This is an optimization exercise on Yosys and OpenROAD, whose aim is small area, not a production implementation.
No functional check of the RTL was part of any run shown here.
Power figures rest on the tool's default switching activity, not on a simulated workload.

**flow/run.sh**
```bash
#!/bin/bash
# Standard layout (the standard.sh, standard synthesis), with the port
# buffers that global placement inserts made of sky130_fd_sc_hd__buf_1.
set -euo pipefail
export BUFFER_PORTS_ARGS="-buffer_cell sky130_fd_sc_hd__buf_1"
bash standard.sh > standard.log 2>&1
```
**standard.sh**
```bash
#!/bin/bash
# synth_recipe.tcl (not shown) runs the flow's synth.tcl, then flattens the netlist and writes it again
# the make line also repeats each setting of config.mk as NAME=value (left out here)
make -C /OpenROAD-flow-scripts/flow DESIGN_CONFIG=/design/flow/config.mk WORK_HOME=/design/flow/orfs CLKGATE_MAP_FILE= SYNTH_SCRIPT=/design/flow/synth_recipe.tcl "${@:-finish}"
```
**config.mk**
```make
export PLATFORM = sky130hd
export DESIGN_NAME = lhce_parse
export DESIGN_NICKNAME = lhce_parse
export VERILOG_FILES = /design/flow/design.v
export SDC_FILE = /design/flow/constraint.sdc
export NUM_CORES = 4
export LEC_CHECK = 0
export CAP_MARGIN = 20
export CORE_MARGIN = 2
export CORE_UTILIZATION = 40
export CTS_CLUSTER_DIAMETER = 80
export CTS_CLUSTER_SIZE = 24
export PLACE_DENSITY = 0.6
export SLEW_MARGIN = 20
```
**constraint.sdc**
```tcl
create_clock -name core_clock -period 7.0 [get_ports {clk}]
set_input_delay 1.4000 -clock core_clock [delete_from_list [all_inputs] [get_ports {clk}]]
set_output_delay 1.4000 -clock core_clock [all_outputs]
set_load 0.01 [all_outputs]
```
**design.v**
```verilog
module lhce_parse (
    input  wire        clk,
    input  wire        rst,           
    input  wire        start,
    input  wire [3:0]  op,
    input  wire [15:0] src_addr,
    input  wire [15:0] src_len,
    input  wire [31:0] ph_src,
    input  wire [31:0] ph_dst,
    output wire        busy,
    output reg         done,
    output wire        mem_rd,
    output wire [9:0]  mem_addr,
    input  wire [31:0] mem_rdata,
    output wire [3:0]  err_code,
    output wire [3:0]  err_sub,
    output wire [31:0] r_csum,
    output wire [31:0] r_csum_field,
    output wire [31:0] r_ip_len,
    output wire [31:0] r_ip_misc,
    output wire [31:0] r_ip_src,
    output wire [31:0] r_ip_dst,
    output wire [31:0] r_ip_hdr,
    output wire [31:0] r_ip_chk,
    output wire [31:0] r_tcp_ports,
    output wire [31:0] r_tcp_seq,
    output wire [31:0] r_tcp_ack,
    output wire [31:0] r_tcp_ctl,
    output wire [31:0] r_tcp_csum,
    output wire [31:0] r_tcp_hdr,
    output wire [31:0] r_pay,
    output wire [31:0] r_out
);
    localparam [3:0] S_IDLE  = 4'd0;
    localparam [3:0] S_PRE   = 4'd1;    
    localparam [3:0] S_TINIT = 4'd2;    
    localparam [3:0] S_TAIL  = 4'd3;    
    localparam [3:0] S_PS    = 4'd4;    
    localparam [3:0] S_K6    = 4'd5;    
    localparam [3:0] S_TSUM  = 4'd6;    
    localparam [3:0] S_FLUSH = 4'd7;    
    localparam [3:0] S_ISUM  = 4'd8;    
    localparam [3:0] S_CAP   = 4'd9;    
    reg  [3:0]  st;
    reg  [2:0]  opk;       
    reg  [11:0] c_addr;    
    reg  [15:0] c_len;     
    reg  [3:0]  ihl;       
    reg         zq;        
    reg  [12:0] O;         
    reg  [4:0]  k;         
    reg  [15:0] R;         
    reg         cy;        
    reg         sw;        
    reg         addq;      
    reg  [1:0]  lane;      
    reg         m;         
    reg         tok;       
    reg  [7:0]  C [0:29];  
    reg  [2:0]  ec, es;
    reg  [15:0] q_calc;   reg q_match; reg q_present; reg [15:0] q_field;
    reg  [3:0]  q_ihl;    reg [15:0] q_tl; reg [15:0] q_hcs; reg [7:0] q_ttl;
    reg  [31:0] q_src, q_dst; reg [11:0] q_ipa; reg [15:0] q_ipcalc; reg q_ipm;
    reg  [31:0] q_ports, q_seq, q_ack; reg [15:0] q_win; reg [3:0] q_doff; reg [5:0] q_flags;
    reg  [15:0] q_urg, q_cs; reg [12:0] q_L; reg [11:0] q_sa;
    reg  [4:0]  q_hdw;  reg [12:0] q_outl; reg [11:0] q_outa;
    wire fr   = (opk == 3'd7);
    wire ipc  = (opk == 3'd3);
    wire tcpc = (opk == 3'd4);
    wire ct   = (opk == 3'd2);
    wire csum = (opk == 3'd1) | ct;
    wire ipg  = fr | ipc;
    assign busy = (st != S_IDLE);
    reg [7:0] mb;
    always @(*) begin
        case (lane)
            2'd0: mb = mem_rdata[7:0];
            2'd1: mb = mem_rdata[15:8];
            2'd2: mb = mem_rdata[23:16];
            default: mb = mem_rdata[31:24];
        endcase
    end
    wire [5:0]  hl  = {ihl, 2'b00};
    wire [15:0] L   = {c_len[15:2] - {10'd0, ihl}, c_len[1:0]};
    wire sum_st = (st == S_PS) | (st == S_TSUM) | (st == S_ISUM);
    wire [12:0] E = (st == S_PS)  ? 13'd20 :
                    ((st == S_ISUM) & ipg) ? {7'd0, hl} : c_len[12:0];
    wire at_end = (O == E);
    wire align  = (sw == O[0]);
    wire skip   = (st == S_ISUM) ? (O[12:1] == 12'd5) :
                  (st == S_TSUM) ? (ct & (O[12:1] == 12'd8)) : 1'b0;
    wire pre_end = (k == 5'd12);
    wire iss_pre = (st == S_PRE) & ~pre_end;
    wire iss_sum = sum_st & ~at_end & align;
    wire iss_cap = (st == S_CAP) & (k != 5'd31) & ~((k == 5'd0) & ~align);
    wire iss     = iss_pre | iss_sum | iss_cap;
    wire [12:0] addr = {1'b0, c_addr} + O;
    assign mem_rd   = iss;
    assign mem_addr = addr[11:2];
    wire       k6inj = (st == S_K6) & ~sw;
    wire [7:0] ain = (addq ? mb : 8'd0) | ((st == S_TAIL) ? C[29] : 8'd0) |
                     {5'd0, k6inj, k6inj, 1'b0};
    wire [8:0] asum = {1'b0, R[7:0]} + {1'b0, ain} + {8'd0, cy};
    wire [15:0] p_tl  = {C[6], C[5]};
    wire [3:0]  p_ihl = C[8][3:0];
    wire [5:0]  p_hl  = {p_ihl, 2'b00};
    wire [4:0]  p_hl4 = {1'b0, p_ihl} + {4'd0, fr};     
    wire [16:0] n_tl  = {1'b0, c_len} - {1'b0, p_tl};   
    wire        tl_over = n_tl[16] | (n_tl[15:2] == 14'd0);
    reg  [2:0]  pre_c, pre_s;
    always @(*) begin
        pre_c = 3'd2; pre_s = 3'd0;
        if (fr && {C[10], C[9]} != 16'h0800)    begin pre_c = 3'd1; pre_s = 3'd1; end
        else if (fr && c_len < 16'd24)           pre_s = 3'd1;
        else if (p_ihl < 4'd5)                   pre_s = 3'd2;
        else if (mb != 8'd6)                     pre_s = 3'd3;
        else if (C[8][7:4] != 4'd4)              pre_s = 3'd4;
        else if ({10'd0, p_hl} > p_tl)           pre_s = 3'd5;
        else if ({9'd0, p_hl4, 2'b00} > c_len)   pre_s = 3'd6;
        else if (fr && tl_over)                  pre_s = 3'd7;
    end
    wire [3:0]  doffn = C[17][7:4];
    wire [5:0]  doffb = {doffn, 2'b00};
    wire        doff_big = (L[15:6] == 10'd0) & (doffb > L[5:0]);
    wire        sum_ok = (fr ? tok : (R == 16'hFFFF)) & ({C[13], C[12]} != 16'hFFFF);
    wire        doff_ok = (doffn >= 4'd5) & ~doff_big;
    wire [15:0] calc    = ~{R[7:0], R[15:8]};
    wire        eq      = (mb == ~R[7:0]);
    wire [16:0] rng = {1'b0, src_addr} + {1'b0, src_len};
    wire        op_ok = (op == 4'd1) | (op == 4'd2) | (op == 4'd3) | (op == 4'd4) | (op == 4'd7);
    wire commit = (st == S_CAP) & (k == 5'd31);
    wire tcp_pass = sum_ok & doff_ok;
    wire c_csum = commit & csum;
    wire c_ip   = commit & (ipc | (fr & tcp_pass));
    wire c_tcp  = commit & (tcpc | fr) & tcp_pass;
    wire c_fr   = commit & fr & tcp_pass;
    integer i;
    always @(posedge clk) begin
        C[0] <= mb & {8{~zq}};
        for (i = 1; i < 30; i = i + 1) C[i] <= C[i-1];
        if (st == S_IDLE) begin
            C[28] <= ph_src[31:24]; C[27] <= ph_src[23:16];
            C[26] <= ph_src[15:8];  C[25] <= ph_src[7:0];
            C[24] <= ph_dst[31:24]; C[23] <= ph_dst[23:16];
            C[22] <= ph_dst[15:8];  C[21] <= ph_dst[7:0];
        end
    end
    always @(posedge clk) begin
        R    <= {asum[7:0], R[15:8]};
        cy   <= asum[8];
        sw   <= ~sw;
        addq <= iss_sum & ~skip;
        lane <= addr[1:0];
        if (iss) O <= O + 13'd1;
        if (st == S_IDLE) begin
            opk    <= op[2:0];
            c_addr <= src_addr[11:0];
            c_len  <= src_len;
            ihl    <= 4'd0;
            zq     <= ((op[2:0] == 3'd1) && src_len < 16'd12) ||
                      ((op[2:0] == 3'd2) && src_len < 16'd18);
            O      <= (op[2:0] == 3'd7) ? 13'd2 : (op[2:0] == 3'd3) ? 13'h1FFE : 13'd0;
            k      <= 5'd0;
            R      <= 16'd0;
            cy     <= 1'b0;
        end
        if (rst) begin
            st   <= S_IDLE;
            sw   <= 1'b0;
            done <= 1'b0;
            ec   <= 3'd0;
            es   <= 3'd0;
        end else begin
            done <= 1'b0;
            case (st)
            S_IDLE: if (start) begin
                if (!op_ok) begin
                    done <= 1'b1; ec <= 3'd7; es <= 3'd1;
                end else if (rng > 17'd4096) begin
                    done <= 1'b1; ec <= 3'd6; es <= 3'd1;
                end else begin
                    case (op[2:0])
                    3'd1: st <= S_ISUM;
                    3'd2: st <= S_TINIT;
                    3'd3: if (src_len < 16'd20) begin
                              done <= 1'b1; ec <= 3'd2; es <= 3'd1;
                          end else begin
                              st <= S_PRE;
                          end
                    3'd4: if (src_len < 16'd20) begin
                              done <= 1'b1; ec <= 3'd3; es <= 3'd1;
                          end else st <= S_TINIT;
                    default: if (src_len < 16'd4) begin
                              done <= 1'b1; ec <= 3'd1; es <= 3'd2;
                          end else begin
                              st <= S_PRE;
                          end
                    endcase
                end
            end
            S_PRE: if (!pre_end) begin
                k <= k + 5'd1;
                if (k == 5'd11) O <= {10'd0, fr, 2'b00};
            end else begin
                ihl    <= p_ihl;
                c_len  <= p_tl;
                c_addr <= addr[11:0];    
                O <= 13'd0; R <= 16'd0; cy <= 1'b0;
                if (pre_s != 3'd0) begin
                    st <= S_IDLE; done <= 1'b1; ec <= pre_c; es <= pre_s;
                end else if (fr) st <= S_TINIT;
                else st <= S_ISUM;
            end
            S_TINIT: begin
                R  <= {L[7:0], L[15:8]};
                cy <= 1'b0;
                sw <= 1'b1;
                k  <= 5'd0;
                O  <= 13'd12;
                if (fr && L < 16'd20) begin
                    st <= S_IDLE; done <= 1'b1; ec <= 3'd3; es <= 3'd1;
                end else if (fr) st <= S_PS;
                else st <= S_TAIL;
            end
            S_TAIL: begin
                k <= k + 5'd1;
                if (k == 5'd7) st <= S_K6;
            end
            S_PS: if (at_end) st <= S_K6;
            S_K6: if (!sw) begin st <= S_TSUM; O <= {7'd0, hl}; end
            S_TSUM: if (at_end) begin
                k <= 5'd0;
                if (fr) st <= S_FLUSH;
                else begin st <= S_CAP; O <= {7'd0, hl}; end
            end
            S_FLUSH: begin
                k <= k + 5'd1;
                if (k == 5'd3) begin
                    tok <= (R == 16'hFFFF);
                    R   <= 16'd0; cy <= 1'b0;
                    st  <= S_ISUM; O <= 13'd0;
                end
            end
            S_ISUM: if (at_end) begin
                st <= S_CAP; O <= {7'd0, hl}; k <= 5'd0;
            end
            S_CAP: begin
                if (iss_cap) begin
                    k <= k + 5'd1;
                    if (k == 5'd19) O <= ct ? 13'd16 : 13'd10;
                    if (k == 5'd29) O <= ct ? 13'd14 : 13'd8;
                    if (k == 5'd30) O <= {7'd0, hl};    
                end
                if (k == 5'd21) m <= eq;
                if (k == 5'd22) m <= m & eq;
                if (commit) begin
                    st <= S_IDLE; done <= 1'b1;
                    if (csum | ipc | tcp_pass) begin ec <= 3'd0; es <= 3'd0; end
                    else if (!sum_ok) begin ec <= 3'd3; es <= 3'd2; end
                    else begin ec <= 3'd3; es <= 3'd3; end
                end
            end
            default: st <= S_IDLE;
            endcase
        end
    end
    always @(posedge clk) begin
        if (rst) begin
            q_calc <= 16'd0; q_match <= 1'b0; q_present <= 1'b0; q_field <= 16'd0;
        end else if (c_csum) begin
            q_calc <= calc; q_match <= m & ~zq; q_present <= ~zq; q_field <= {C[9], C[8]};
        end
    end
    always @(posedge clk) begin
        if (rst) begin
            q_ihl <= 4'd0; q_tl <= 16'd0; q_hcs <= 16'd0; q_ttl <= 8'd0;
            q_src <= 32'd0; q_dst <= 32'd0; q_ipa <= 12'd0; q_ipcalc <= 16'd0; q_ipm <= 1'b0;
        end else if (c_ip) begin
            q_ihl <= ihl; q_tl <= c_len; q_hcs <= {C[9], C[8]}; q_ttl <= mb;
            q_src <= {C[7], C[6], C[5], C[4]}; q_dst <= {C[3], C[2], C[1], C[0]};
            q_ipa <= c_addr; q_ipcalc <= calc; q_ipm <= m;
        end
    end
    always @(posedge clk) begin
        if (rst) begin
            q_ports <= 32'd0; q_seq <= 32'd0; q_ack <= 32'd0; q_win <= 16'd0;
            q_doff <= 4'd0; q_flags <= 6'd0; q_urg <= 16'd0; q_cs <= 16'd0;
            q_L <= 13'd0; q_sa <= 12'd0;
        end else if (c_tcp) begin
            q_ports <= {C[29], C[28], C[27], C[26]};
            q_seq   <= {C[25], C[24], C[23], C[22]};
            q_ack   <= {C[21], C[20], C[19], C[18]};
            q_doff  <= doffn; q_flags <= C[16][5:0];
            q_win   <= {C[15], C[14]};
            q_cs    <= {C[13], C[12]};
            q_urg   <= {C[11], C[10]};
            q_L     <= L[12:0];
            q_sa    <= addr[11:0];
        end
    end
    wire [11:0] outa = {c_addr[11:2] - 10'd1, c_addr[1:0]};
    wire [12:0] outl = {c_len[12:2] + 11'd1, c_len[1:0]};
    wire [4:0]  hdw  = {1'b0, ihl} + {1'b0, doffn} + 5'd1;
    always @(posedge clk) begin
        if (rst) begin
            q_hdw <= 5'd0; q_outl <= 13'd0; q_outa <= 12'd0;
        end else if (c_fr) begin
            q_hdw <= hdw; q_outl <= outl; q_outa <= outa;
        end
    end
    wire [12:0] q_paya = {{1'b0, q_outa[11:2]} + {6'd0, q_hdw}, q_outa[1:0]};
    wire [11:0] q_payl = {q_outl[11:2] - {5'd0, q_hdw}, q_outl[1:0]};
    wire ipv = |q_ihl;
    wire [15:0] ip_seg = {q_tl[15:2] - {10'd0, q_ihl}, q_tl[1:0]};
    assign err_code     = {1'b0, ec};
    assign err_sub      = {1'b0, es};
    assign r_csum       = {14'd0, q_match, q_present, q_calc};
    assign r_csum_field = {16'd0, q_field};
    assign r_ip_len     = {5'd0, ipv, 2'd0, 2'd0, q_ihl, 2'd0, q_tl};
    assign r_ip_misc    = {q_hcs, 5'd0, ipv, ipv, 1'b0, q_ttl};
    assign r_ip_src     = q_src;
    assign r_ip_dst     = q_dst;
    assign r_ip_hdr     = {ip_seg, 4'd0, q_ipa};
    assign r_ip_chk     = {15'd0, q_ipm, q_ipcalc};
    assign r_tcp_ports  = q_ports;
    assign r_tcp_seq    = q_seq;
    assign r_tcp_ack    = q_ack;
    assign r_tcp_ctl    = {q_win, 2'd0, q_doff, 2'd0, 2'd0, q_flags};
    assign r_tcp_csum   = {q_urg, q_cs};
    assign r_tcp_hdr    = {3'd0, q_L, 4'd0, q_sa};
    assign r_pay        = {4'd0, q_payl, 3'd0, q_paya};
    assign r_out        = {3'd0, q_outl, 4'd0, q_outa};
endmodule
```
==> results of run 1 <==
-- cell usage in the layout (no fill, tap or decap), drive strengths merged, types with 10 or more instances in the layout --
master | netlist | final
mux2i | 22 | 22
inv | 91 | 100
a21oi | 397 | 397
a22o | 10 | 10
nand2b | 15 | 15
o22ai | 12 | 12
a21o | 24 | 24
nor4 | 24 | 24
nor2b | 29 | 29
clkbuf | 151 | 46
dfxtp | 702 | 702
nor2 | 170 | 170
and3 | 17 | 17
conb | 1 | 95
xor2 | 40 | 40
or4 | 13 | 13
ha | 94 | 94
a31oi | 11 | 11
nor3 | 47 | 47
a211oi | 83 | 83
o21ai | 100 | 100
o21a | 12 | 12
nand2 | 936 | 936
or3 | 13 | 13
xnor2 | 68 | 68
or2 | 10 | 10
nand3 | 31 | 31
a211o | 11 | 11
nand4 | 25 | 25
o31ai | 10 | 10
buf | 159 | 596
-- stage by stage --
step	instance area (um^2)	power (mW)	setup WS [ps]	hold WS [ps]	std cells
after floorplan	29700	8.87	2800	310	3566
after global placement	31700	10.7	2060	312	4812
after detailed placement	31700	10.7	1960	312	4812
after CTS	33100	13.4	1690	334	4877
after global routing	33100	14.2	1480	337	4877
final	33100	13.4	1600	333	4879
-- sequential cells by signal, summed over array words and instances, names as in the netlist, 13 cells and up --
register	count
q_seq	32
q_outl	13
q_ports	32
q_calc	16
O	13
C	240
q_hcs	16
q_win	16
R	16
q_ipcalc	16
c_len	16
q_urg	16
q_field	16
q_src	32
q_cs	16
q_L	13
q_ack	32
q_tl	16
q_dst	32
-- critical path: stages, from the launching register on --
cell	delay, ps
dfxtp_1	810
nor4b_1	680
nand3_1	300
a211oi_1	390
xnor2_1	130
nor4_1	350
nand2_1	190
a31o_2	290
buf_1	230
-- layer usage --
metal	global-route usage, %	vias up	share of wire, %
met3	6.04	152	7.5
met1	33.4	11900	44
met5	0	-	0.046
met4	7.89	8	3.1
met2	39.5	810	45
li1	-	12300	-
-- cells in the mapped netlist, types with 6 or more instances --
library cell,count,area (um^2)
and3_1,16,100
a211oi_1,82,616
nand4_1,24,150
ha_1,94,1180
nor2_1,170,638
xor2_1,40,350
nor3b_1,6,45.0
o31a_1,6,52.6
dfxtp_1,702,14100
xnor2_1,68,596
o211ai_1,7,52.6
nand2b_1,15,93.8
o21ai_0,98,490
or3_1,12,75.1
nor2b_1,29,181
a211o_1,11,96.3
a2111oi_0,7,61.3
nand2_1,936,3510
mux4_2,8,180
o31ai_1,10,75.1
inv_1,90,338
clkbuf_1,151,567
buf_1,13,48.8
nor4_1,24,150
nand3b_1,7,52.6
nor4b_1,6,52.6
buf_4,123,923
or2_2,10,62.6
or4_1,11,82.6
mux2i_1,22,220
o21bai_1,7,52.6
a21o_1,24,180
nand3_1,30,150
o21a_1,12,90.1
fa_1,9,180
nor3_1,47,235
a31oi_1,11,68.8
a22o_1,10,87.6
edfxtp_1,6,180
a21oi_1,397,1990
o22ai_1,12,75.1
buf_2,19,95.1
-- worst min-delay path by stage --
stage,to,from,cells after the start
floorplan,C[17][6]$_DFF_P_,C[16][6]$_DFF_P_,0
global placement,C[17][6]$_DFF_P_,C[16][6]$_DFF_P_,0
detailed placement,C[18][2]$_DFF_P_,C[17][2]$_DFF_P_,0
CTS,C[18][2]$_DFF_P_,C[17][2]$_DFF_P_,0
global route,C[17][7]$_DFF_P_,C[16][7]$_DFF_P_,0
finish,C[17][7]$_DFF_P_,C[16][7]$_DFF_P_,0
-- power breakdown --
| part | internal [mW] | switching, mW | total [mW] |
|---|---|---|---|
| Sequential | 4.97 | 1.15 | 6.12 |
| Clock | 1.24 | 1.52 | 2.76 |
| Combinational | 1.55 | 2.96 | 4.51 |
| Total | 7.76 | 5.63 | 13.4 |
-- final cells by class --
| type | instances | area, um^2 |
|---|---|---|
| antenna | 2 | 5.00 |
| clock buffer | 45 | 1090 |
| clock inverter | 20 | 305 |
| fill | 7394 | 39800 |
| inverter | 92 | 348 |
| multi-input combinational | 2456 | 13500 |
| sequential | 708 | 14200 |
| tap | 959 | 1200 |
| timing repair buffer | 597 | 2390 |
-- cell families after synthesis --
group / Yosys count / share of synthesized area [%]
AO/OA/AOI/OAI: 746 / 15.3
multiplexers: 32 / 1.45
AND/OR/NAND/NOR: 1372 / 19.9
adder cells (fa/ha/maj): 103 / 4.62
flip-flops: 708 / 48.5
buffers and inverters: 402 / 6.93
other: 1 / 0.0128
XOR/XNOR: 108 / 3.22
==> reports/summary.txt, run 1 <==
Status - complete, no violations
Slew HR - 28.9%
Top_reg_cell synth - dfxtp_1
Worst path required time - 5600 ps
RSZ-0062 raised after global routing - no
Initial antenna violation count - 5
Ys async rst share - 0%
Slew Viols, Final - 0
Detail Route Antenna Nets - 0
Final Util - 45.4%
GRT Overall Usage - 24.9%
Cts repair resizes - 0
Vias - 25,200
Clock latency on the worst-skew pair - 620 ps
Die ar. - 75,500 um^2
DR pass1 iterations - 6
Unique masters post-synth - 88
Final Hold Viols - 0
Sequential area share after synthesis - 48.5%
HPWL Detailed - 72.0 mm
Total gr overflow - 0
Worst Setup SP - st[3]$_SDFFE_PP0P_
CTS Buffer Depth - 3
Crit-path max FO - 23
Syn Area/Cell - 8.45 um^2
Num ports - 668
Site row count - 99
First-pass GRT wire length - 144 mm
Worst reg2reg path depth - 15
Worst Hold Class - reg -> reg
Ratio of cells with drive above 1 in the final layout - 3.60%
Critical path arrival - 4000 ps
Initial DRC count - 1,872
CTS tree - done
Sink Count - 708
Drt wl/cell - 20.4 um
Die height - 275 um
Remaining DRCs - 0
Worst r2r src - ihl[1]$_DFF_P_
Endpoint class of the critical path - output pin
H-tree level count - 2
Layout Nets - 4,136
Critical Path Sink - mem_rd
R2r setup slk - 1960 ps
Synth Instances - 3,472
Crit Path Class - reg -> out
Fin Setup TNS - 0 ps
Clk_skew - 30.9 ps
Maximum clock rate - 185 MHz
Clk slew on worst S/H paths - 90 ps
Critical Path Start Type - flop
Flops & latches, synth - 708
Setup Fix Bufs, Post-CTS - 0
Hold_buf cts - 0
Terminus of the critical flop-to-flop path - q_L[5]$_SDFFE_PP0P_
Vias per inst - 5.16
Final Setup Violations - 0
Inserted Clock Buffers - 43
Syn-to-layout area delta - 12.7%
Largest net degree at the start of global routing - 177
Slew at the pin closest to its max-slew limit - 1070 ps
Syn. warnings - 2
P_leak - 12.1 nW
Tcrit/Tclk final - 77.1%
Port Buf Inserts - 572
Post-synth EDFFs - 6
Final wirelength - 99.4 mm
Peak supply drop - 0.242 mV
Min cycle time layout - 5400 ps
Starting Density - 40.3%
Synthesized cell area - 29,300 um^2
GPL Wtd Cong - 0.902
Core Area - 72,800 um^2
MaxCap Viol Count - 0
Die width - 275 um
Power density over the cells - 405 nW/um^2
Vias in the first global route - 22,900
Clock root cell - clkbuf_16
==> run 2, diff against run 1 <==
--- a/design.v
+++ b/design.v
@@ -65,3 +65,3 @@
     reg  [15:0] q_urg, q_cs; reg [12:0] q_L; reg [11:0] q_sa;
-    reg  [4:0]  q_hdw;  reg [12:0] q_outl; reg [11:0] q_outa;
+    reg  [11:0] q_payl; reg [12:0] q_paya; reg [12:0] q_outl; reg [11:0] q_outa;
     wire fr   = (opk == 3'd7);
@@ -83,5 +83,6 @@
     wire [5:0]  hl  = {ihl, 2'b00};
-    wire [15:0] L   = {c_len[15:2] - {10'd0, ihl}, c_len[1:0]};
+    wire [15:0] L   = c_len - {10'd0, hl};
     wire sum_st = (st == S_PS) | (st == S_TSUM) | (st == S_ISUM);
     wire [12:0] E = (st == S_PS)  ? 13'd20 :
+                    (st == S_PRE) ? 13'd10 :
                     ((st == S_ISUM) & ipg) ? {7'd0, hl} : c_len[12:0];
@@ -91,4 +92,3 @@
                   (st == S_TSUM) ? (ct & (O[12:1] == 12'd8)) : 1'b0;
-    wire pre_end = (k == 5'd12);
-    wire iss_pre = (st == S_PRE) & ~pre_end;
+    wire iss_pre = (st == S_PRE) & ~at_end;
     wire iss_sum = sum_st & ~at_end & align;
@@ -96,3 +96,3 @@
     wire iss     = iss_pre | iss_sum | iss_cap;
-    wire [12:0] addr = {1'b0, c_addr} + O;
+    wire [11:0] addr = c_addr + O[11:0];
     assign mem_rd   = iss;
@@ -106,5 +106,2 @@
     wire [5:0]  p_hl  = {p_ihl, 2'b00};
-    wire [4:0]  p_hl4 = {1'b0, p_ihl} + {4'd0, fr};     
-    wire [16:0] n_tl  = {1'b0, c_len} - {1'b0, p_tl};   
-    wire        tl_over = n_tl[16] | (n_tl[15:2] == 14'd0);
     reg  [2:0]  pre_c, pre_s;
@@ -113,3 +110,3 @@
         if (fr && {C[10], C[9]} != 16'h0800)    begin pre_c = 3'd1; pre_s = 3'd1; end
-        else if (fr && c_len < 16'd24)           pre_s = 3'd1;
+        else if (fr && c_len < 16'd20)           pre_s = 3'd1;
         else if (p_ihl < 4'd5)                   pre_s = 3'd2;
@@ -118,4 +115,4 @@
         else if ({10'd0, p_hl} > p_tl)           pre_s = 3'd5;
-        else if ({9'd0, p_hl4, 2'b00} > c_len)   pre_s = 3'd6;
-        else if (fr && tl_over)                  pre_s = 3'd7;
+        else if ({10'd0, p_hl} > c_len)          pre_s = 3'd6;
+        else if (fr && p_tl > c_len)             pre_s = 3'd7;
     end
@@ -123,5 +120,6 @@
     wire [5:0]  doffb = {doffn, 2'b00};
-    wire        doff_big = (L[15:6] == 10'd0) & (doffb > L[5:0]);
+    wire [16:0] Ld    = {1'b0, L} - {11'd0, doffb};
     wire        sum_ok = (fr ? tok : (R == 16'hFFFF)) & ({C[13], C[12]} != 16'hFFFF);
-    wire        doff_ok = (doffn >= 4'd5) & ~doff_big;
+    wire        doff_ok = (doffn >= 4'd5) & ~Ld[16];
+    wire [11:0] segaddr = c_addr + {6'd0, hl};
     wire [15:0] calc    = ~{R[7:0], R[15:8]};
@@ -156,4 +154,4 @@
             opk    <= op[2:0];
-            c_addr <= src_addr[11:0];
-            c_len  <= src_len;
+            c_addr <= (op[2:0] == 3'd7) ? src_addr[11:0] + 12'd4 : src_addr[11:0];
+            c_len  <= (op[2:0] == 3'd7) ? src_len - 16'd4 : src_len;
             ihl    <= 4'd0;
@@ -161,6 +159,2 @@
                       ((op[2:0] == 3'd2) && src_len < 16'd18);
-            O      <= (op[2:0] == 3'd7) ? 13'd2 : (op[2:0] == 3'd3) ? 13'h1FFE : 13'd0;
-            k      <= 5'd0;
-            R      <= 16'd0;
-            cy     <= 1'b0;
         end
@@ -168,3 +162,2 @@
             st   <= S_IDLE;
-            sw   <= 1'b0;
             done <= 1'b0;
@@ -182,3 +175,5 @@
                     case (op[2:0])
-                    3'd1: st <= S_ISUM;
+                    3'd1: begin
+                        st <= S_ISUM; O <= 13'd0; R <= 16'd0; cy <= 1'b0;
+                    end
                     3'd2: st <= S_TINIT;
@@ -187,3 +182,3 @@
                           end else begin
-                              st <= S_PRE;
+                              st <= S_PRE; O <= 13'h1FFE;
                           end
@@ -195,3 +190,3 @@
                           end else begin
-                              st <= S_PRE;
+                              st <= S_PRE; O <= 13'h1FFE;
                           end
@@ -200,25 +195,25 @@
             end
-            S_PRE: if (!pre_end) begin
-                k <= k + 5'd1;
-                if (k == 5'd11) O <= {10'd0, fr, 2'b00};
-            end else begin
-                ihl    <= p_ihl;
-                c_len  <= p_tl;
-                c_addr <= addr[11:0];    
-                O <= 13'd0; R <= 16'd0; cy <= 1'b0;
+            S_PRE: if (at_end) begin
                 if (pre_s != 3'd0) begin
                     st <= S_IDLE; done <= 1'b1; ec <= pre_c; es <= pre_s;
-                end else if (fr) st <= S_TINIT;
-                else st <= S_ISUM;
+                end else begin
+                    ihl   <= p_ihl;
+                    c_len <= p_tl;
+                    if (fr) st <= S_TINIT;
+                    else begin
+                        st <= S_ISUM; O <= 13'd0; R <= 16'd0; cy <= 1'b0;
+                    end
+                end
             end
             S_TINIT: begin
-                R  <= {L[7:0], L[15:8]};
-                cy <= 1'b0;
-                sw <= 1'b1;
-                k  <= 5'd0;
-                O  <= 13'd12;
                 if (fr && L < 16'd20) begin
                     st <= S_IDLE; done <= 1'b1; ec <= 3'd3; es <= 3'd1;
-                end else if (fr) st <= S_PS;
-                else st <= S_TAIL;
+                end else begin
+                    R  <= {L[7:0], L[15:8]};
+                    cy <= 1'b0;
+                    sw <= 1'b1;
+                    k  <= 5'd0;
+                    if (fr) begin st <= S_PS; O <= 13'd12; end
+                    else st <= S_TAIL;
+                end
             end
@@ -251,3 +246,2 @@
                     if (k == 5'd29) O <= ct ? 13'd14 : 13'd8;
-                    if (k == 5'd30) O <= {7'd0, hl};    
                 end
@@ -297,19 +291,17 @@
             q_L     <= L[12:0];
-            q_sa    <= addr[11:0];
+            q_sa    <= segaddr;
         end
     end
-    wire [11:0] outa = {c_addr[11:2] - 10'd1, c_addr[1:0]};
-    wire [12:0] outl = {c_len[12:2] + 11'd1, c_len[1:0]};
-    wire [4:0]  hdw  = {1'b0, ihl} + {1'b0, doffn} + 5'd1;
+    wire [11:0] outa = c_addr - 12'd4;
+    wire [12:0] outl = c_len[12:0] + 13'd4;
+    wire [12:0] paya = {1'b0, segaddr} + {7'd0, doffb};
     always @(posedge clk) begin
         if (rst) begin
-            q_hdw <= 5'd0; q_outl <= 13'd0; q_outa <= 12'd0;
+            q_payl <= 12'd0; q_paya <= 13'd0; q_outl <= 13'd0; q_outa <= 12'd0;
         end else if (c_fr) begin
-            q_hdw <= hdw; q_outl <= outl; q_outa <= outa;
+            q_payl <= Ld[11:0]; q_paya <= paya; q_outl <= outl; q_outa <= outa;
         end
     end
-    wire [12:0] q_paya = {{1'b0, q_outa[11:2]} + {6'd0, q_hdw}, q_outa[1:0]};
-    wire [11:0] q_payl = {q_outl[11:2] - {5'd0, q_hdw}, q_outl[1:0]};
     wire ipv = |q_ihl;
-    wire [15:0] ip_seg = {q_tl[15:2] - {10'd0, q_ihl}, q_tl[1:0]};
+    wire [15:0] ip_seg = q_tl - {10'd0, q_ihl, 2'b00};
     assign err_code     = {1'b0, ec};
==> run.sh (new file) <==
#!/bin/bash
# synth_recipe.tcl (not shown) runs the flow's synth.tcl, then flattens the netlist and writes it again
# the make line also repeats each setting of config.mk as NAME=value (left out here)
make -C /OpenROAD-flow-scripts/flow DESIGN_CONFIG=/design/flow/config.mk WORK_HOME=/design/flow/orfs CLKGATE_MAP_FILE= SYNTH_SCRIPT=/design/flow/synth_recipe.tcl finish
--- a/config.mk
+++ b/config.mk
@@ -10,4 +10,2 @@
 export CORE_UTILIZATION = 40
-export CTS_CLUSTER_DIAMETER = 80
-export CTS_CLUSTER_SIZE = 24
 export PLACE_DENSITY = 0.6
removed: flow/run.sh
removed: standard.sh
==> reports/summary.txt, run 2 <==
Status - complete, no violations
Final Util - 52.3% (+6.9 points)
Footprint of the multi-input gates - 13,300 um^2 (-1.4%)
Hold Path Stages - 0 (unchanged)
Hold Crit Start - C[17][2]$_DFF_P_
Final WS setup - 1470 ps (-132 ps)
Drt wl/cell - 21.7 um (+6.7%)
Worst Setup SP - c_len[0]$_DFF_P_
RSZ-0062 raised after global routing - no
Cts repair resizes - 0 (unchanged)
Most common cell after layout, fill and taps aside - nand2_1
Area taken by flip-flops and latches - 14,700 um^2 (+3.4%)
Layout Nets - 4,169 (+0.80%)
Post-DP Area - 35,600 um^2 (+12%)
Fin area - 38,300 um^2 (+16%)
Crit path max-delay family - compound AO/OA/AOI/OAI gates
Clk_skew - 58.5 ps (+27.6 ps)
Syn Area/Cell - 8.55 um^2 (+1.2%)
Hold EP - C[18][2]$_DFF_P_
Top cells by count, synth - 937 x nand2_1, 701 x dfxtp_1, 398 x a21oi_1
Synth Instances - 3,467 (-0.14%)
Min cycle time layout - 5530 ps (+132 ps)
Num ports - 668 (unchanged)
Synth Area in Adders - 4.45% (-0.17 points)
Vias per inst - 5.16 (about the same)
Reg with most FFs - C
Critical Path Start Type - flop
Initial DRC count - 1,715 (-8.4%)
Hold_buf cts - 0 (unchanged)
Final hold slack - 325 ps (-7.67 ps)
Ratio of cells with drive above 1 in the final layout - 5.13% (+1.5 points)
Slew HR - 29.0% (+0.12 points)
Slew at the pin closest to its max-slew limit - 1050 ps (-16.5 ps)
Die width - 276 um (+0.50%)
Critical path arrival - 4130 ps (+130 ps)
Synth Area in Simple Gates - 19.8% (-0.12 points)
Syn-to-layout area delta - 29.1%
Main combinational cell family by area after synthesis - simple AND/OR/NAND/NOR gates
Clock latency on the worst-skew pair - 660 ps (+40 ps)
Largest cells by area after synthesis - dfxtp_1 47%, nand2_1 12%, a21oi_1 6.7%, ha_1 3.8%, buf_4 3.2%
Final Setup Violations - 0 (unchanged)
Peak supply drop - 0.232 mV (-3.9%)
Dominant cell type by count on the critical path - inv_1
Fin Setup TNS - 0 ps (unchanged)
Vias in the first global route - 24,200 (+5.6%)
Area leader, netlist - dfxtp_1
Syn. warnings - 2 (unchanged)
Maximum clock rate - 181 MHz (-2.4%)
Die ar. - 76,300 um^2 (+1.0%)
Final Hold Viols - 0 (unchanged)
Most common cell in the netlist - nand2_1
Power density over the cells - 382 nW/um^2 (-5.6%)
Crit-path max FO - 8 (-65%)
Crit Path Class - reg -> out
Port Buf Inserts - 572 (unchanged)
Final wirelength - 108 mm (+8.4%)
Slew Viols, Final - 0 (unchanged)
GRT Overall Usage - 27.3% (+2.4 points)
Initial antenna violation count - 2 (-3)
Largest net degree at the start of global routing - 110 (-38%)
H-tree level count - 3 (+1)
Setup Fix Bufs, Post-CTS - 0 (unchanged)
Inserted Clock Buffers - 79 (+84%)
Site row count - 99 (unchanged)
Most frequent cells in the layout - 937 x nand2_1, 701 x dfxtp_1, 571 x clkdlybuf4s50_1, 398 x a21oi_1, 180 x nor2_1
HPWL Detailed - 79.3 mm (+10%)
Sink Count - 724 (+2.3%)
Worst Hold Class - reg -> reg
Endpoint class of the critical path - output pin
Buf/Inv on CP - 3 (+2)
Crit-path max cell delay - 760 ps (-50 ps)
Fill count - 7,001 (-5.3%)
Non-Filler Instances - 4,956 (+1.6%)
R2r setup slk - 1770 ps (-190 ps)
Clock root cell - clkbuf_16
Pre-CTS setup slack - 1350 ps (-610 ps)
Slowest CP cell - dfxtp_1
Detail Route Antenna Nets - 0 (unchanged)
Starting Density - 40.5% (+0.20 points)
First-pass GRT wire length - 158 mm (+9.7%)
Post-synth EDFFs - 23 (+17)
Total gr overflow - 0 (unchanged)
GPL Wtd Cong - 0.957 (+6.0%)
MaxCap Viol Count - 0 (unchanged)
Unique masters post-synth - 83 (-5.7%)
P_leak - 14.2 nW (+17%)
Sequential area share after synthesis - 49.7% (+1.2 points)
Flops & latches, synth - 724 (+2.3%)
Terminus of the critical flop-to-flop path - q_ports[17]$_SDFFE_PP0P_
Max reg flops - 240 (unchanged)
Remaining DRCs - 0 (unchanged)
Worst path required time - 5600 ps (about the same)
Power Total - 14.6 mW (+9.3%)
Synthesized cell area - 29,600 um^2 (+1.0%)
DR pass1 iterations - 6 (unchanged)
Worst reg2reg path depth - 15 (unchanged)
CTS Buffer Depth - 3 (unchanged)
Clk slew on worst S/H paths - 60 ps (-30 ps)
CTS tree - done
Ys async rst share - 0% (unchanged)
Synth top area share - 47.4% (-0.55 points)
Die height - 276 um (+0.50%)
Core Area - 73,200 um^2 (+0.51%)
Critical path, cell by cell - inv_1 -> a2111oi_0 -> o2111a_1 -> and4_1 -> a21boi_2 -> nor2_1 -> inv_1 -> clkdlybuf4s50_1
Worst r2r src - ihl[1]$_DFF_P_
Top_reg_cell synth - dfxtp_1
Vias - 25,600 (+1.6%)
Tcrit/Tclk final - 79.0% (+1.9 points)
Multiplexer share of the synthesized area - 0.752% (-0.70 points)
Synth Area in Compound Gates - 14.5% (-0.80 points)
Xor and xnor area share after synthesis - 3.96% (+0.74 points)
Placed instance count - 4,812 (unchanged)
[run 2: cell count changes after synthesis, moves of 7 or more]
cell | before | now
o22ai_1 | 12 | 26
mux2i_1 | 22 | 2
xnor2_1 | 68 | 88
o21ai_0 | 98 | 67
inv_1 | 90 | 83
nor2_1 | 170 | 180
buf_2 | 19 | 39
edfxtp_1 | 6 | 23
a211o_1 | 11 | 4
a21o_1 | 24 | 32
[run 2: area by class of cell]
class / count / share of cell area [%]
repair buffers: 609 / 15.8
well taps: 959 / 3.14
multi-input cells: 2436 / 34.7
inverters: 84 / 0.830
clock buffers: 112 / 5.83
clock inverters: 31 / 1.16
diodes: 1 / 0.00654
flip-flops and latches: 724 / 38.5
[run 2: worst max-delay path by stage]
stage	endpoint	slack (ps)	cells past startpoint
6_report	mem_rd	1470	8
5_1_grt	mem_addr[8]	1210	14
4_1_cts	mem_addr[8]	1430	14
3_5_place_dp	R[3]$_DFF_P_	1350	12
3_3_place_gp	R[11]$_DFF_P_	1410	12
2_1_floorplan	R[4]$_DFF_P_	2600	15
[run 2: worst register-to-register path, delay by kind of cell, from the launching register on]
family	cells	cell delay, ps
XOR/XNOR	1	490
AND/OR/NAND/NOR	6	1800
flip-flops	1	610
buffers and inverters	2	760
adder cells (fa/ha/maj)	2	600
AO/OA/AOI/OAI	4	880
[run 2: power breakdown]
group	total (mW)	internal, mW	switching (mW)
combinational	3.92	1.53	2.40
clock	4.27	2.45	1.83
sequential	6.43	5.13	1.30
[run 2: layer usage]
metal	routed length [um]	up-vias	part of all wire [%]	track usage (%)
li1	-	12400	-	-
met1	45700	12100	42	34.3
met2	50800	894	47	45.8
met3	7130	197	6.6	6.22
met4	4120	0	3.8	9.81
met5	0	-	0	0
[run 2: cells by family (layout without fill, tap and decap cells)]
group                    Yosys count  count (layout)
multiplexers                      12              12
flip-flops                       724             724
XOR/XNOR                         134             134
AO/OA/AOI/OAI                    716             716
other                              1              96
buffers and inverters            401             836
adder cells (fa/ha/maj)          100             100
AND/OR/NAND/NOR                 1379            1379
==> run 3, diff against run 2 <==
--- a/config.mk
+++ b/config.mk
@@ -7,2 +7,3 @@
 export LEC_CHECK = 0
+export ABC_AREA = 1
 export CAP_MARGIN = 20
==> reports/summary.txt, run 3 <==
Status - complete, no violations
First-pass GRT wire length - 164 mm (+3.8%)
Core Area - 74,700 um^2 (+2.0%)
Slowest CP cell - dfxtp_1
Critical path, cell by cell - inv_1 -> o22ai_1 -> inv_1 -> a21oi_1 -> nor2_1 -> nand2_1 -> nor2_2 -> nand3_4 -> nand3b_2 -> nand2_2 -> clkdlybuf4s50_1
Sw Ratio - 30.9% (-6.9 points)
Largest net degree at the start of global routing - 165 (+50%)
Remaining DRCs - 0 (unchanged)
Detail Route Antenna Nets - 0 (unchanged)
CTS tree - done
Num ports - 668 (unchanged)
Die width - 279 um (+1.1%)
Clk slew on worst S/H paths - 70 ps (about the same)
Critical path arrival - 3880 ps (-250 ps)
P_leak - 16.1 nW (+14%)
Synthesized cell area - 30,300 um^2 (+2.2%)
MaxCap Viol Count - 0 (unchanged)
Tcrit/Tclk final - 75.5% (-3.5 points)
Vias per inst - 5.06 (-2.0%)
Min cycle time layout - 5280 ps (-247 ps)
Clk_skew - 42.0 ps (-16.5 ps)
HPWL Detailed - 83.2 mm (+4.9%)
CTS Buffer Depth - 3 (unchanged)
Synth top area share - 46.3% (-1.0 points)
Most common cell after layout, fill and taps aside - nand2_1
Metal3 WL - 8.39 mm (+18%)
Buf/Inv on CP - 3 (unchanged)
Non-Filler Instances - 5,412 (+9.2%)
Final Hold Viols - 0 (unchanged)
Critical Path Start Type - flop
H-tree level count - 3 (unchanged)
Psw - 3.51 mW (-37%)
Crit path max-delay family - buffers and inverters
Crit Path Class - reg -> out
WL met1 - 49.3 mm (+7.8%)
Crit-path max cell delay - 670 ps (-90 ps)
Hold Crit Start - C[16][7]$_DFF_P_
Area leader, netlist - dfxtp_1
Final WS setup - 1720 ps (+247 ps)
Slew at the pin closest to its max-slew limit - 1030 ps (-20.1 ps)
Pre-CTS setup slack - 1900 ps (+554 ps)
Fin Setup TNS - 0 ps (unchanged)
Endpoint class of the critical path - output pin
Vias - 27,400 (+7.1%)
Setup Fix Bufs, Post-CTS - 0 (unchanged)
Clock latency on the worst-skew pair - 660 ps (about the same)
Post-synth EDFFs - 23 (unchanged)
Worst r2r src - c_len[2]$_DFF_P_
Syn Area/Cell - 7.79 um^2 (-8.8%)
Slew Viols, Final - 0 (unchanged)
Most frequent cells in the layout - 972 x nand2_1, 701 x dfxtp_1, 571 x clkdlybuf4s50_1, 373 x a21oi_1, 372 x nor2_1
Placed instance count - 5,266 (+9.4%)
Site row count - 100 (+1.0%)
Most common cell in the netlist - nand2_1
GRT Overall Usage - 27.8% (+0.49 points)
Unique masters post-synth - 60 (-28%)
Total gr overflow - 0 (unchanged)
Top_reg_cell synth - dfxtp_1
Hold Path Stages - 0 (unchanged)
Layout Nets - 4,612 (+11%)
Flop pwr share - 47.6% (+3.6 points)
Proportion of power drawn by combinational gates - 15.3% (-12 points)
Vias in the first global route - 25,500 (+5.1%)
Max reg flops - 240 (unchanged)
Syn-to-layout area delta - 28.4%
Syn. warnings - 2 (unchanged)
Sequential area share after synthesis - 48.6% (-1.1 points)
Worst Hold Class - reg -> reg
Initial antenna violation count - 4 (+2)
R2r setup slk - 2140 ps (+370 ps)
Peak supply drop - 0.180 mV (-23%)
Int Pwr - 7.84 mW (-14%)
Top layer in use - met5
Footprint of the multi-input gates - 13,300 um^2 (+0.24%)
Worst path required time - 5600 ps (about the same)
Synth Instances - 3,887 (+12%)
Final Setup Violations - 0 (unchanged)
Fill count - 7,233 (+3.3%)
Drt wl/cell - 20.8 um (-4.2%)
Area taken by flip-flops and latches - 14,700 um^2 (unchanged)
Terminus of the critical flop-to-flop path - q_seq[2]$_SDFFE_PP0P_
Cts repair resizes - 0 (unchanged)
Largest cells by area after synthesis - dfxtp_1 46%, nand2_1 12%, a21oi_1 6.2%, o21ai_0 5.1%, nor2_1 4.6%
Port Buf Inserts - 572 (unchanged)
WL met2 - 51.7 mm (+1.8%)
RSZ-0062 raised after global routing - no
Clk pwr share - 37.1% (+7.9 points)
Inserted Clock Buffers - 78 (-1.3%)
Initial DRC count - 2,101 (+23%)
Ratio of cells with drive above 1 in the final layout - 4.98% (-0.15 points)
DR pass1 iterations - 5 (-1)
Power density over the cells - 292 nW/um^2 (-24%)
Die height - 279 um (+1.1%)
Hold_buf cts - 0 (unchanged)
Top cells by count, synth - 972 x nand2_1, 701 x dfxtp_1, 373 x a21oi_1, 373 x nor2_1, 307 x o21ai_0
Dominant cell type by count on the critical path - inv_1
Maximum clock rate - 189 MHz (+4.7%)
Starting Density - 40.6% (+0.077 points)
Ys async rst share - 0% (unchanged)
GPL Wtd Cong - 0.973 (+1.7%)
Sink Count - 724 (unchanged)
Hold EP - C[17][7]$_DFF_P_
Crit-path max FO - 15 (+7)
Clock root cell - clkbuf_16
Worst reg2reg path depth - 22 (+7)
Die ar. - 77,900 um^2 (+2.2%)
Reg with most FFs - C
Flops & latches, synth - 724 (unchanged)
Slew HR - 30.7% (+1.7 points)
Final wirelength - 113 mm (+4.6%)
run 3: changes by cell type in the layout (fill, tap and decap cells not counted), moves of 27 or more:
cell and change:
a211oi_1 -68, a21o_1 -31, inv_1 +181, nand2_1 +35
nand3_1 +102, nor2_1 +192, nor2b_1 -27, o21ai_0 +240
xnor2_1 -63
run 3: cells by family after synthesis:
family | count (synthesis) | share of synthesized area (%)
fa+ha+maj | 100 | 4.35
simple gates | 1638 | 22.4
other cells | 1 | 0.0124
flops | 724 | 48.6
mux | 1 | 0.0330
compound gates | 773 | 13.4
buf+inv | 561 | 8.67
xor+xnor | 89 | 2.57
run 3: layout make-up:
class / instances / area share, %
clock inverters: 34 / 1.00
flip-flops and latches: 724 / 37.9
inverters: 285 / 2.79
clock buffers: 108 / 5.77
repair buffers: 592 / 15.2
well taps: 969 / 3.12
diodes: 4 / 0.0257
multi-input cells: 2696 / 34.3
run 3: layer usage:
metal	GRT usage, %	vias up
met3	6.06	159
met4	8.08	2
met2	45.1	929
met1	37.0	12800
met5	0	-
li1	-	13500
run 3: metrics by stage:
stage                     hold WS (ps)  util, %  cell area [um^2]  power [mW]
final                              322     52.1             38900        11.3
after global routing               332     52.1             38900        11.8
after CTS                          321     52.1             38900        11.4
after detailed placement           312     48.5             36200        7.22
after global placement             310     48.5             36200        7.22
after floorplan                    310        -             30600        6.34
run 3: power groups by stage:
stage / Clock (mW) / Sequential, mW / Combinational (mW)
CTS: 4.27 / 5.42 / 1.73
global placement: 0 / 5.51 / 1.71
global route: 4.43 / 5.48 / 1.94
finish: 4.20 / 5.41 / 1.73
floorplan: 0 / 5.12 / 1.22
detailed placement: 0 / 5.50 / 1.72
run 3: how the worst max path moves through the flow:
| stage | start | end | slack [ps] | depth (start not counted) |
|---|---|---|---|---|
| 2_1_floorplan | src_addr[0] | R[14]$_DFF_P_ | 3190 | 24 |
| 3_5_place_dp | src_len[0] | R[2]$_DFF_P_ | 1900 | 22 |
| 4_1_cts | c_len[11]$_DFF_P_ | mem_rd | 1800 | 11 |
| 6_report | c_len[11]$_DFF_P_ | mem_rd | 1720 | 11 |
| 3_3_place_gp | src_len[0] | R[2]$_DFF_P_ | 1990 | 22 |
| 5_1_grt | c_len[11]$_DFF_P_ | mem_rd | 1640 | 11 |
==> run 4, diff against run 3 <==
--- a/config.mk
+++ b/config.mk
@@ -11,2 +11,3 @@
 export CORE_UTILIZATION = 40
+export CTS_BUF_LIST = sky130_fd_sc_hd__clkbuf_2 sky130_fd_sc_hd__clkbuf_4 sky130_fd_sc_hd__clkbuf_8
 export PLACE_DENSITY = 0.6
==> reports/summary.txt, run 4 <==
Top cells by count, synth - 972 x nand2_1, 701 x dfxtp_1, 373 x a21oi_1, 373 x nor2_1, 307 x o21ai_0
Drt wl/cell - 20.6 um (-1.1%)
Endpoint class of the critical path - output pin
Most frequent cells in the layout - 972 x nand2_1, 701 x dfxtp_1, 571 x clkdlybuf4s50_1, 373 x a21oi_1, 372 x nor2_1
Synthesized cell area - 30,300 um^2 (unchanged)
Largest net degree at the start of global routing - 165 (unchanged)
HPWL Detailed - 83.2 mm (unchanged)
Critical path arrival - 3980 ps (+100 ps)
Final WS setup - 1620 ps (-94.8 ps)
CTS tree - done
Status - complete, no violations
Flops & latches, synth - 724 (unchanged)
Syn-to-layout area delta - 28.7%
Post-synth EDFFs - 23 (unchanged)
First-pass GRT wire length - 165 mm (+0.51%)
Die ar. - 77,900 um^2 (unchanged)
Synth Area in Compound Gates - 13.4% (unchanged)
Cts repair resizes - 0 (unchanged)
RSZ-0062 raised after global routing - no
Synth Area in Adders - 4.35% (unchanged)
Detail Route Antenna Nets - 0 (unchanged)
Multiplexer share of the synthesized area - 0.0330% (unchanged)
Site row count - 100 (unchanged)
Final Hold Viols - 0 (unchanged)
Inserted Clock Buffers - 118 (+51%)
Final Util - 52.2% (+0.14 points)
Vias in the first global route - 25,900 (+1.6%)
Die height - 279 um (unchanged)
Synth Instances - 3,887 (unchanged)
Main combinational cell family by area after synthesis - simple AND/OR/NAND/NOR gates
CTS Buffer Depth - 3 (unchanged)
Die width - 279 um (unchanged)
Core Area - 74,700 um^2 (unchanged)
Port Buf Inserts - 572 (unchanged)
Crit Path Class - reg -> out
Min cycle time layout - 5380 ps (+94.8 ps)
Reg with most FFs - C
Final Setup Violations - 0 (unchanged)
Xor and xnor area share after synthesis - 2.57% (unchanged)
Synth top area share - 46.3% (unchanged)
Clk slew on worst S/H paths - 60 ps (about the same)
Ratio of cells with drive above 1 in the final layout - 6.80% (+1.8 points)
Initial DRC count - 2,009 (-4.4%)
Layout Nets - 4,652 (+0.87%)
Most common cell after layout, fill and taps aside - nand2_1
Power density over the cells - 290 nW/um^2 (-0.52%)
Clk_skew - 52.4 ps (+10.4 ps)
Setup Fix Bufs, Post-CTS - 0 (unchanged)
Syn Area/Cell - 7.79 um^2 (unchanged)
Worst path required time - 5600 ps (about the same)
Ys async rst share - 0% (unchanged)
Slew HR - 31.1% (+0.37 points)
H-tree level count - 3 (unchanged)
Tcrit/Tclk final - 76.8% (+1.4 points)
Syn. warnings - 2 (unchanged)
Initial antenna violation count - 4 (unchanged)
MaxCap Viol Count - 0 (unchanged)
Largest cells by area after synthesis - dfxtp_1 46%, nand2_1 12%, a21oi_1 6.2%, o21ai_0 5.1%, nor2_1 4.6%
Vias per inst - 5.03 (-0.64%)
P_leak - 16.3 nW (+0.94%)
Hold_buf cts - 0 (unchanged)
Final hold slack - 327 ps (+4.47 ps)
Final wirelength - 113 mm (+0.30%)
Slew at the pin closest to its max-slew limit - 1020 ps (-5.44 ps)
Total gr overflow - 0 (unchanged)
Area leader, netlist - dfxtp_1
Max reg flops - 240 (unchanged)
Sequential area share after synthesis - 48.6% (unchanged)
GRT Overall Usage - 27.9% (+0.098 points)
Critical Path Start Type - flop
Peak supply drop - 0.154 mV (-14%)
Fill count - 7,291 (+0.80%)
Clock root cell - clkbuf_8
Remaining DRCs - 0 (unchanged)
Top_reg_cell synth - dfxtp_1
Vias - 27,600 (+0.74%)
Pre-CTS setup slack - 1900 ps (unchanged)
Footprint of the multi-input gates - 13,300 um^2 (unchanged)
Clock latency on the worst-skew pair - 780 ps (+120 ps)
Area taken by flip-flops and latches - 14,700 um^2 (unchanged)
Worst Hold Class - reg -> reg
Sink Count - 724 (unchanged)
Fin Setup TNS - 0 ps (unchanged)
Starting Density - 40.6% (unchanged)
DR pass1 iterations - 6 (+1)
GPL Wtd Cong - 0.973 (unchanged)
Unique masters post-synth - 60 (unchanged)
Most common cell in the netlist - nand2_1
Synth Area in Simple Gates - 22.4% (unchanged)
Crit-path max FO - 15 (unchanged)
Maximum clock rate - 186 MHz (-1.8%)
Num ports - 668 (unchanged)
Slew Viols, Final - 0 (unchanged)
==> run 4: logic make-up (layout without fill, tap and decap cells) <==
kind of cell	count (synthesis)	after routing
mux	1	1
fa+ha+maj	100	100
xor+xnor	89	89
other cells	1	101
buf+inv	561	1092
compound gates	773	773
flops	724	724
simple gates	1638	1638
==> run 4: final cells by class <==
class / instances / area share, %
multi-input cells: 2696 / 34.2
inverters: 285 / 2.79
clock buffers: 187 / 6.07
well taps: 969 / 3.11
repair buffers: 592 / 15.1
clock inverters: 28 / 0.934
diodes: 6 / 0.0385
flip-flops and latches: 724 / 37.8
==> run 4: where the power goes <==
group          switching, mW  internal, mW  total (mW)
Combinational           1.08         0.656        1.73
Clock                   1.78          2.39        4.17
Sequential             0.649          4.76        5.41
==> run 4: metal layers <==
metal | GRT usage (%) | share of wire, % | wire length, um | up-vias
met4 | 8.34 | 2.8 | 3180 | 2
li1 | - | - | - | 13500
met1 | 36.9 | 44 | 49400 | 12900
met2 | 45.3 | 46 | 51900 | 930
met5 | 0 | 0.011 | 12 | -
met3 | 6.21 | 7.5 | 8510 | 162
==> run 4: metrics by stage <==
stage | area (um^2) | power (mW) | std cells
floorplan | 30600 | 6.34 | 3981
detailed placement | 36200 | 7.22 | 5266
finish | 39000 | 11.3 | 5487
global route | 39000 | 11.8 | 5483
global placement | 36200 | 7.22 | 5266
CTS | 39000 | 11.4 | 5481
==> run 4: final timing paths <==
check / start / slack, ps / cells past startpoint / end
hold / removal: C[16][6]$_DFF_P_ / 330 / 0 / C[17][6]$_DFF_P_
hold reg to reg: C[16][6]$_DFF_P_ / 330 / 0 / C[17][6]$_DFF_P_
setup reg to reg: ihl[1]$_DFF_P_ / 2130 / 16 / q_seq[26]$_SDFFE_PP0P_
setup / recovery: c_len[11]$_DFF_P_ / 1620 / 11 / mem_rd
==> run 4: worst max-delay path, cell delays in order (launching register included) <==
cell and delay (ps):
dfxtp_1 680, inv_1 440, o22ai_1 280, inv_1 60, a21oi_1 150, nor2_1 70
nand2_1 90, nor2_2 60, nand3_4 130, nand3b_2 220, nand2_2 370, clkdlybuf4s50_1 640
==> run 5, diff against run 4 <==
--- a/config.mk
+++ b/config.mk
@@ -7,3 +7,2 @@
 export LEC_CHECK = 0
-export ABC_AREA = 1
 export CAP_MARGIN = 20
@@ -11,3 +10,4 @@
 export CORE_UTILIZATION = 40
-export CTS_BUF_LIST = sky130_fd_sc_hd__clkbuf_2 sky130_fd_sc_hd__clkbuf_4 sky130_fd_sc_hd__clkbuf_8
+export CTS_CLUSTER_DIAMETER = 100
+export CTS_CLUSTER_SIZE = 30
 export PLACE_DENSITY = 0.6
==> reports/summary.txt, run 5 <==
Status - complete, no violations
Power density over the cells - 348 nW/um^2 (+20%)
Endpoint class of the critical path - output pin
P_leak - 13.4 nW (-18%)
Total gr overflow - 0 (unchanged)
Final WS setup - 1500 ps (-125 ps)
GPL Wtd Cong - 0.957 (-1.7%)
Max reg flops - 240 (unchanged)
Most frequent cells in the layout - 937 x nand2_1, 701 x dfxtp_1, 571 x clkdlybuf4s50_1, 398 x a21oi_1, 180 x nor2_1
Clock latency on the worst-skew pair - 620 ps (-160 ps)
Unique masters post-synth - 83 (+38%)
Worst reg2reg path depth - 15 (-1)
Layout Nets - 4,124 (-11%)
First-pass GRT wire length - 156 mm (-5.7%)
Critical Path Start Type - flop
CTS Buffer Depth - 3 (unchanged)
Critical path, cell by cell - nor4b_4 -> nand3_1 -> o211ai_1 -> xor2_1 -> o221ai_2 -> a21boi_2 -> nor2_1 -> inv_1 -> clkdlybuf4s50_1
Flops & latches, synth - 724 (unchanged)
Inserted Clock Buffers - 34 (-71%)
Largest net degree at the start of global routing - 110 (-33%)
Critical path arrival - 4100 ps (+120 ps)
Slew Viols, Final - 0 (unchanged)
Top cells by count, synth - 937 x nand2_1, 701 x dfxtp_1, 398 x a21oi_1
Vias - 25,200 (-8.5%)
Pre-CTS setup slack - 1350 ps (-554 ps)
Clk_skew - 36.0 ps (-16.4 ps)
Syn-to-layout area delta - 23.8%
Site row count - 99 (-1.0%)
Hold_buf cts - 0 (unchanged)
Peak supply drop - 0.205 mV (+33%)
Final Setup Violations - 0 (unchanged)
R2r setup slk - 1770 ps (-360 ps)
Detail Route Antenna Nets - 0 (unchanged)
Worst Hold Class - reg -> reg
Initial DRC count - 1,857 (-7.6%)
Hold Crit Start - C[17][2]$_DFF_P_
Sink Count - 724 (unchanged)
HPWL Detailed - 79.3 mm (-4.7%)
Vias in the first global route - 23,600 (-8.8%)
Slowest CP cell - dfxtp_1
Final Util - 50.1% (-2.1 points)
Final wirelength - 106 mm (-6.0%)
H-tree level count - 2 (-1)
Synthesized cell area - 29,600 um^2 (-2.2%)
Hold Path Stages - 0 (unchanged)
Die width - 276 um (-1.1%)
Min cycle time layout - 5500 ps (+125 ps)
Setup Fix Bufs, Post-CTS - 0 (unchanged)
DR pass1 iterations - 5 (-1)
Largest cells by area after synthesis - dfxtp_1 47%, nand2_1 12%, a21oi_1 6.7%, ha_1 3.8%, buf_4 3.2%
Top_reg_cell synth - dfxtp_1
Die height - 276 um (-1.1%)
Die ar. - 76,300 um^2 (-2.2%)
GRT Overall Usage - 26.7% (-1.1 points)
Post-synth EDFFs - 23 (unchanged)
Syn. warnings - 2 (unchanged)
Reg with most FFs - C
Ys async rst share - 0% (unchanged)
Fin Setup TNS - 0 ps (unchanged)
Initial antenna violation count - 3 (-1)
Tcrit/Tclk final - 78.6% (+1.8 points)
Core Area - 73,200 um^2 (-2.0%)
Crit-path max cell delay - 570 ps (-110 ps)
Clk slew on worst S/H paths - 110 ps (+50 ps)
Num ports - 668 (unchanged)
Placed instance count - 4,812 (-8.6%)
Drt wl/cell - 21.8 um (+6.0%)
Worst r2r src - c_len[2]$_DFF_P_
Most common cell after layout, fill and taps aside - nand2_1
Synth top area share - 47.4% (+1.0 points)
Maximum clock rate - 182 MHz (-2.3%)
Syn Area/Cell - 8.55 um^2 (+9.7%)
Vias per inst - 5.18 (+3.1%)
Ratio of cells with drive above 1 in the final layout - 3.41% (-3.4 points)
Hold EP - C[18][2]$_DFF_P_
Area leader, netlist - dfxtp_1
Final hold slack - 339 ps (+11.9 ps)
MaxCap Viol Count - 0 (unchanged)
Cts repair resizes - 0 (unchanged)
RSZ-0062 raised after global routing - no
Non-Filler Instances - 4,867 (-11%)
Crit-path max FO - 19 (+4)
CTS tree - done
Synth Instances - 3,467 (-11%)
Terminus of the critical flop-to-flop path - q_doff[1]$_SDFFE_PP0P_
Worst path required time - 5600 ps (about the same)
Clock root cell - clkbuf_16
Starting Density - 40.5% (-0.077 points)
Remaining DRCs - 0 (unchanged)
Slew at the pin closest to its max-slew limit - 1030 ps (+4.83 ps)
Port Buf Inserts - 572 (unchanged)
Sequential area share after synthesis - 49.7% (+1.1 points)
Crit Path Class - reg -> out
Final Hold Viols - 0 (unchanged)
Slew HR - 30.4% (-0.66 points)
Most common cell in the netlist - nand2_1
Fill count - 7,130 (-2.2%)
run 5: cell count changes in the layout (fill, tap and decap cells not counted), moves of 27 or more:
cell,change
xnor2_1,+63
nand3_1,-102
clkbuf_4,-33
a21o_1,+31
clkbuf_16,+34
o21ai_0,-240
clkbuf_8,-153
a211oi_1,+68
nand2_1,-35
inv_1,-181
nor2_1,-192
nor2b_1,+27
run 5: cell families after synthesis:
family          share of synthesized area (%)
simple gates                             19.8
flops                                    49.7
compound gates                           14.5
buf+inv                                  6.83
xor+xnor                                 3.96
fa+ha+maj                                4.45
mux                                     0.752
other cells                            0.0127
run 5: metal layers:
layer | part of all wire, % | track usage [%] | vias up
li1 | - | - | 12200
met1 | 43 | 34.6 | 12000
met2 | 48 | 45.4 | 836
met3 | 6.1 | 4.72 | 134
met4 | 3.1 | 8.15 | 0
met5 | 0 | 0 | -
run 5: area by class of cell:
type                            instances  area (um^2)  share of cell area, %
Sequential cell                       724        14700                   40.1
Multi-Input combinational cell       2436        13300                   36.2
Timing Repair Buffer                  609         6060                   16.5
Tap cell                              959         1200                   3.27
Clock buffer                           36          868                   2.37
Inverter                               84          318                  0.866
Clock inverter                         16          211                  0.576
Antenna cell                            3         7.51                 0.0205
run 5: through the flow:
stage               total power [mW]  area [um^2]
floorplan                       8.56        30000
global placement                10.4        35600
detailed placement              10.4        35600
global route                    13.5        36700
finish                          12.8        36700
CTS                             12.8        36700
run 5: report_power, final:
part           internal, mW  switching [mW]  total (mW)
clock network         0.968            1.48        2.45
logic                  1.53            2.39        3.91
registers              5.12            1.30        6.42
total                  7.61            5.17        12.8
run 5: critical path, delay by kind of cell (launching register included):
kind	cells	cell delay, ps
XOR/XNOR	1	210
flip-flops	1	570
AO/OA/AOI/OAI	3	960
buffers and inverters	2	700
AND/OR/NAND/NOR	3	1050
run 5: worst max path at each step:
| stage | cells past startpoint | slack, ps | startpoint | to |
|---|---|---|---|---|
| detailed placement | 12 | 1350 | src_addr[2] | R[3]$_DFF_P_ |
| finish | 9 | 1500 | st[1]$_SDFFE_PP0P_ | mem_rd |
| global route | 9 | 1270 | st[2]$_SDFFE_PP0P_ | mem_rd |
| floorplan | 15 | 2600 | src_addr[0] | R[4]$_DFF_P_ |
| CTS | 14 | 1520 | c_addr[0]$_DFFE_PP_ | mem_addr[8] |
| global placement | 12 | 1410 | src_addr[2] | R[11]$_DFF_P_ |

re-timing with driven ports:
How much do the figures lean on ideal ports? The routed layouts below were timed once more, with nothing changed but the port constraints. Step 1 sets driving cells, clkbuf_16 on the clock port and buf_2 on the other inputs (assumed; they add their load-dependent delay and slew). Step 2 times the ports against the registers' clock, not the clock port: input delays grow and output delays shrink by t, the midpoint of the rising clock arrivals with the driver on. Three values: ideal, step 1, step 2; two values: the first two.
run | t (ns) | setup slack, ns | hold slack, ns
run 1 | 0.678 | 1.601 / 1.531 / 1.822 | 0.333 / 0.333 / 0.333
run 2 | 0.700 | 1.469 / 1.400 / 1.299 | 0.325 / 0.325 / 0.325
run 3 | 0.703 | 1.716 / 1.649 / 1.871 | 0.322 / 0.322 / 0.322
run 4 | 0.816 | 1.622 / 1.556 / 1.841 | 0.327 / 0.327 / 0.327
run 5 | 0.670 | 1.497 / 1.430 / 1.320 | 0.339 / 0.339 / 0.339
After both steps setup and hold are still met in every run listed. For run 5, which loses most, drivers alone change the setup slack by -0.067 ns; drivers and shift together by -0.177 ns.
